This is an optimization exercise on Yosys and OpenROAD, whose aim is small area, a short achievable clock period and few clock cycles per item, not a production implementation. The RTL was checked by simulation tests, not by an equivalence proof against the original design. Power figures rest on the tool's default switching activity, not on a simulated workload.

== the baseline ==
// brl_codec
module brl_codec (
    input  wire        clk,
    input  wire        rst,         
    input  wire        cmd_valid,
    output wire        cmd_ready,
    input  wire [15:0] cmd,
    output reg         resp_valid,
    output reg  [15:0] resp,
    output wire        out_valid,
    input  wire        out_ready,
    output wire [7:0]  out_data,
    output wire        done,
    output wire        err
);
For scale: roughly 110 flip-flops, roughly 49 I/O pins, roughly 6600 um2 of cells after synthesis.
clock: 4.0 ns
lec_check: 0
abc_area: 1
cap_margin: 20
core_margin: 2
core_utilization: 60
cts_buf_list: sky130_fd_sc_hd__clkbuf_8
setup_slack_margin: 2.1
slew_margin: 20
standard.sh (not shown) runs the stock make flow with config.mk's settings and CLKGATE_MAP_FILE= SYNTH_SCRIPT=/design/flow/synth_recipe.tcl, a recipe that flattens the netlist after the stock synthesis.
==> flow/flow/run.sh <==
#!/bin/bash
# Layout flow: the standard flow (standard.sh, ORFS), except that the
# port buffers are sky130_fd_sc_hd__buf_2 instead of the default delay-cell
# buffer. Every input and output port still gets its own buffer.
set -euo pipefail
export BUFFER_PORTS_ARGS="-buffer_cell sky130_fd_sc_hd__buf_2"
bash standard.sh finish > standard.log 2>&1
Testbench counts of the baseline, summed over its fixed seeds: cycles 8,800, frames 32.
Here is what was changed in the inputs of the candidate compared with the baseline.
--- a/flow/design.v
+++ b/flow/design.v
@@ -153,49 +153,47 @@
             n_wp = 3'd0; n_ln = 6'd0;
         end else if (x_enddn || (f_done && fill_end)) begin
             n_ph = PH_IDLE; n_done = 1'b1;
         end
         if (comp) begin
             n_wp = 3'd0; n_ln = ln + 6'd1; n_o = ~o;
         end else if ((x_write && !x_pushc) || f_wpinc) begin
             n_wp = wp + 3'd1;
         end
     end
-    function [7:0] lbv;
-        input [2:0] i;
-        begin
-            lbv = (i < wp) ? (pick(slot_oh(o, i), sl) ^ {8{~inv}}) : 8'h00;
-        end
-    endfunction
+    wire       rd_lb = go & c_rd & c_imm[4];
+    wire       rd_in = (c_imm[2:0] < wp);
+    wire [5:0] msel  = rd_lb ? slot_oh(o, c_imm[2:0]) : slot_oh(~e_o, e_k);
+    wire [7:0] raw   = pick(msel, sl);
     wire [8:0] ocnt = dir ? ({1'b0, ln, 2'b00} + {2'b00, ln, 1'b0}) : {ln, 3'b000};
     reg [8:0] rd_val;
     always @(*) begin
         if (c_imm[4])
-            rd_val = {1'b0, lbv(c_imm[2:0])};
+            rd_val = {1'b0, (raw ^ {8{~inv}}) & {8{rd_in}}};
         else case (c_imm[1:0])
             2'd0:    rd_val = {1'b0, err_r, inv, dir, done_r, ph};
             2'd1:    rd_val = {3'd0, ln};
             2'd2:    rd_val = {6'd0, wp};
             default: rd_val = ocnt;
         endcase
     end
     wire       n_rv   = (go & any_c & !x_endb) | (f_done & fill_end);
     wire [8:0] n_resp = (!fill && c_mir) ? {1'b0, rev8(c_imm)} :
                         (!fill && c_rd)  ? rd_val :
                         {1'b0, n_err, n_inv, n_dir, n_done, n_ph};
-    wire [7:0] f_byte = rev8(pick(slot_oh(~e_o, e_k), sl));  
+    wire [7:0] f_byte = rev8(raw);                           
     wire ld_ok  = !ov_r || out_ready;
     wire e_last = e_n8 ? (e_k == 3'd7) : (e_k == 3'd5);
-    wire e_fin  = e_act && ld_ok && e_last;
+    wire e_fin  = e_act && !rd_lb && ld_ok && e_last;
     wire e_free = !e_act || e_fin;
     wire dstart = comp_s && !e_act;
-    wire ld     = (e_act || dstart) && ld_ok;
+    wire ld     = ((e_act && !rd_lb) || dstart) && ld_ok;
     reg       n_e_act, n_e_o, n_e_n8, n_pend;
     reg [2:0] n_e_k;
     always @(*) begin
         n_e_act = e_act; n_e_k = e_k; n_e_o = e_o;
         n_e_n8 = e_n8; n_pend = pend;
         if (e_fin) begin
             n_e_act = 1'b0; n_e_k = 3'd0;
         end
         if (!e_act || e_fin) begin
             n_e_o = n_o;
Notes after the runs:
- Comparing the two runs side by side, the candidate comes out behind the baseline on final critical-path required period.
- For the baseline, the worst setup path endpoint was resp[0]$_DFF_P_, unlike the candidate, where it was resp[7]$_DFF_P_.
- Compared with the baseline, the candidate shows combinational power that has gone down by more than 10%.
- The baseline → the candidate: met1 routing resource usage after global routing now sits at about the same level, post-detailed-route wirelength per cell now sits higher, global-route usage now sits higher, sequential share of layout area now sits lower.
- | netlist area before placement | the candidate vs the baseline | about 7% lower |
- Compared the candidate vs the baseline, and portion of total power attributed to combinational logic is down in the candidate.
- Synthesized cell count of the candidate falls short of that of the baseline by a little under 10%.
- In the metrics for the baseline and the candidate, the one carrying the lower setup slack is the candidate.
- Comparing the baseline and the candidate, total power is lower on the baseline.
Testbench counts of the candidate, summed over its fixed seeds: cycles 8,800, frames 32.

port drivers added, routing unchanged:
The flow's constraints put no driver on any port. The routed layouts listed below were extracted and timed again, unchanged, in two steps. Step 1, drivers: a clkbuf_16 drives clk and a buf_2 each remaining input, both assumed. Step 2 moves the port delays by t, midway between the first and last clock arrival at a register: inputs arrive t later, outputs are due t later. That takes back most of the time a late clock gives input paths. Slacks: ideal / step 1 / step 2; pairs: ideal / step 1.
run | shift t [ns] | slack for setup (ns) | latest minus earliest clock arrival (ns)
the baseline | 0.413 | 1.993 / 1.993 / 1.901 | 0.018 / 0.019
the candidate | 0.434 | 1.892 / 1.892 / 1.877 | 0.021 / 0.021
After both steps every run listed still meets setup and hold. For the baseline, which loses most, drivers alone change the setup slack by 0.000 ns; drivers and shift together by -0.092 ns.
